This design comes from an exercise in tuning for small area and few clock cycles on the open sky130 flow, not from production work. Only simulation tests tie the RTL to the original design; equivalence was not proved. The clock port is modelled as an ideal driver; clocking choices that lean on that would not hold on a real chip.

==> flow/design.v (excerpt) <==
module dr1363_encoder (
    input  wire        clk,
    input  wire        rst,         
    input  wire        cmd_valid,
    output wire        cmd_ready,
    input  wire [7:0]  cmd_addr,
    input  wire [7:0]  cmd_cid1,
    input  wire [7:0]  cmd_cid2,
    input  wire [11:0] cmd_len,
    input  wire        info_valid,
    output wire        info_ready,
    input  wire [7:0]  info_data,
    output wire        out_valid,
    input  wire        out_ready,
    output reg  [7:0]  out_data,
    output wire        out_last,
    output reg         res_valid,
    output wire [7:0]  res_code,
    output wire [7:0]  res_info
);
    localparam [1:0] P_HDR   = 2'd0;    
    localparam [1:0] P_INFO  = 2'd1;    
    localparam [1:0] P_TAIL  = 2'd2;    
    localparam [1:0] P_DRAIN = 2'd3;    
    reg [1:0]  phase;
    reg [3:0]  pos;
    reg [7:0]  addr, cid1, cid2;    
    reg [11:0] len;
    reg [15:0] nsum;                
    reg        res_bad;
    wire in_hdr   = (phase == P_HDR);
    wire in_info  = (phase == P_INFO);
    wire in_tail  = (phase == P_TAIL);
    wire in_drain = (phase == P_DRAIN);
    wire idle     = in_hdr && (pos == 4'd0);
    wire hdr_end  = in_hdr && (pos == 4'd13);
  ...
Size: ~400 cells after synthesis, about 0.0042 mm² of cells after synthesis.
clock: 8.0 ns
lec_check: 0
cap_margin: 20
core_margin: 2
core_utilization: 40
cts_buf_list: sky130_fd_sc_hd__clkbuf_4
cts_cluster_diameter: 150
cts_cluster_size: 40
place_density: 0.6
slew_margin: 20
run.sh (not shown) runs the stock make flow with config.mk's settings and CLKGATE_MAP_FILE= SYNTH_SCRIPT=/design/flow/synth_recipe.tcl, a recipe that flattens the netlist after the stock synthesis.
The first run finished with timing, DRC and antenna clean.
Testbench counts at the start, summed over its fixed seeds: cycles 175,333.
Rerun with:
==> flow/flow/run.sh (new file) <==
#!/bin/bash
# The standard layout, with small port buffers and no dummy clock loads.
set -euo pipefail
here=$(pwd)
bash standard.sh finish \
  "BUFFER_PORTS_ARGS=-buffer_cell sky130_fd_sc_hd__buf_1" \
  "CTS_ARGS=-sink_clustering_enable -repair_clock_nets -dont_use_dummy_load" \
  > "$here/flow_make.log" 2>&1
==> flow/standard.sh (new file) <==
#!/bin/bash
# synth_recipe.tcl (not shown) runs the flow's synth.tcl, then flattens the netlist and writes it again
# the make line also repeats each setting of config.mk as NAME=value (left out here)
make -C /OpenROAD-flow-scripts/flow DESIGN_CONFIG=/design/flow/config.mk WORK_HOME=/design/flow/orfs CLKGATE_MAP_FILE= SYNTH_SCRIPT=/design/flow/synth_recipe.tcl "${@:-finish}"
--- a/flow/config.mk
+++ b/flow/config.mk
@@ -10,5 +10,2 @@
 export CORE_UTILIZATION = 40
-export CTS_BUF_LIST = sky130_fd_sc_hd__clkbuf_4
-export CTS_CLUSTER_DIAMETER = 150
-export CTS_CLUSTER_SIZE = 40
 export PLACE_DENSITY = 0.6
removed: flow/run.sh
Die area stays the same. Final area went down by a little under a tenth. Utilization went down by 3.7 points. Global-route usage went down by 0.36 points.

* * *

dr1363_encoder, a different RTL version from the one above (not shown whole).
For scale: roughly 400 cells after synthesis, ~78 I/O pins.
==> flow/config.mk <==
export PLATFORM = sky130hd
export DESIGN_NAME = dr1363_encoder
export DESIGN_NICKNAME = dr1363_encoder
export VERILOG_FILES = /design/flow/design.v
export SDC_FILE = /design/flow/constraint.sdc
export NUM_CORES = 4
export LEC_CHECK = 0
export CAP_MARGIN = 20
export CORE_MARGIN = 2
export CORE_UTILIZATION = 55
export PLACE_DENSITY = 0.6
export SLEW_MARGIN = 20
==> flow/constraint.sdc <==
create_clock -name core_clock -period 8.0 [get_ports {clk}]
set_input_delay 1.6000 -clock core_clock [delete_from_list [all_inputs] [get_ports {clk}]]
set_output_delay 1.6000 -clock core_clock [all_outputs]
set_load 0.01 [all_outputs]
standard.sh (not shown) runs the stock make flow with config.mk's settings and CLKGATE_MAP_FILE= SYNTH_SCRIPT=/design/flow/synth_recipe.tcl, a recipe that flattens the netlist after the stock synthesis.
==> flow/flow/run.sh <==
#!/bin/bash
# Standard synthesis, then the gates between the flip-flops re-mapped for area
# (flip-flops untouched); the standard layout with small port buffers, except
# that the clock tree is built by flow/cts.tcl (root buffer + four leaf
# buffers). Each tool's output goes to a log file here.
set -euo pipefail
W=$(pwd)
R=$W/orfs/results/$FLOW_PLATFORM/dr1363_encoder/base
LIB=$FLOW_HOME/platforms/$FLOW_PLATFORM/lib/sky130_fd_sc_hd__tt_025C_1v80.lib
YOSYS=$(dirname "$FLOW_HOME")/tools/install/yosys/bin/yosys
OPENROAD=$(dirname "$FLOW_HOME")/tools/install/OpenROAD/bin/openroad
[ -x "$OPENROAD" ] || OPENROAD=$(command -v openroad)
VARS=("BUFFER_PORTS_ARGS=-buffer_cell sky130_fd_sc_hd__buf_1" "SKIP_REPAIR_TIE_FANOUT=1" "GPL_TIMING_DRIVEN=0" "REMOVE_ABC_BUFFERS=1")

bash standard.sh "$R/1_2_yosys.v" > "$W/flow_synth.log" 2>&1
cp "$R/1_2_yosys.v" "$W/1_2_yosys_standard.v"

# flip-flop cells of the standard netlist
KEEP=$(grep -oE 'sky130_fd_sc_hd__[a-z0-9]*df[a-z0-9]*_[0-9]+' "$W/1_2_yosys_standard.v" | sort -u | tr '\n' ' ')
RS_LIB=$LIB RS_TOP=$FLOW_TOP RS_IN="$W/1_2_yosys_standard.v" RS_OUT="$W/1_2_yosys_resynth.v" \
RS_KEEP="$KEEP" RS_DONTUSE="$(tr '\n' ' ' < "$W/flow/dont_use.txt")" \
RS_SCRIPT="+strash;&get,-n;&deepsyn,-T,180,-S,1;&dch,-f;&nf,-R,1000;&put;topo;dnsize" \
  "$YOSYS" -c "$W/flow/resynth.tcl" > "$W/flow_resynth.log" 2>&1
cp "$W/1_2_yosys_resynth.v" "$R/1_2_yosys.v"
touch "$R/1_2_yosys.v"

bash standard.sh "$R/3_place.odb" "$R/3_place.sdc" "${VARS[@]}" > "$W/flow_place.log" 2>&1

RES=$R "$OPENROAD" -no_init -exit "$W/flow/cts.tcl" > "$W/flow_cts.log" 2>&1

bash standard.sh finish "${VARS[@]}" > "$W/flow_make.log" 2>&1
Other scripts of this flow, unchanged in this note and not shown: flow/flow/cts.tcl, flow/flow/dont_use.txt, flow/flow/resynth.tcl
Testbench counts at the start, summed over its fixed seeds: cycles 175,333.
Then changed:
--- a/flow/flow/run.sh
+++ b/flow/flow/run.sh
@@ -12,3 +12,3 @@
 [ -x "$OPENROAD" ] || OPENROAD=$(command -v openroad)
-VARS=("BUFFER_PORTS_ARGS=-buffer_cell sky130_fd_sc_hd__buf_1" "SKIP_REPAIR_TIE_FANOUT=1" "GPL_TIMING_DRIVEN=0" "REMOVE_ABC_BUFFERS=1")
+VARS=("BUFFER_PORTS_ARGS=-buffer_cell sky130_fd_sc_hd__buf_1" "SKIP_REPAIR_TIE_FANOUT=1")
 
=> Cell area rose by 0.38%. Die area does not change. Worst hold slack degrades by 3.8 ps.

==> port drivers added, routing unchanged <==
In the flow no input, the clock included, has a driving cell. The finished layouts below were timed again as built, in two steps.
Step 1: set_driving_cell puts a clkbuf_16 on clk and a buf_2 on each other input, an assumption about the parent block.
Step 2 times the ports against the registers' clock, not the clock port: input delays grow and output delays shrink by t, the midpoint of the rising clock arrivals with the driver on.
a / b / c = ideal / step 1 / step 2; a / b = the first two.
run | shift t [ns] | slack for setup (ns) | worst setup path at the end | cell pins on the clock port's net
the first run of note 1 | 0.437 | 0.360 / 0.360 / 0.360 | register to register | 1
the second run of note 1 | 0.365 | 0.447 / 0.447 / 0.447 | register to register | 1
the first run of note 2 | 0.414 | 1.686 / 1.686 / 1.686 | register to register | 1
the second run of note 2 | 0.396 | 1.878 / 1.878 / 1.878 | register to register | 1
After both steps every run listed still meets setup and hold.
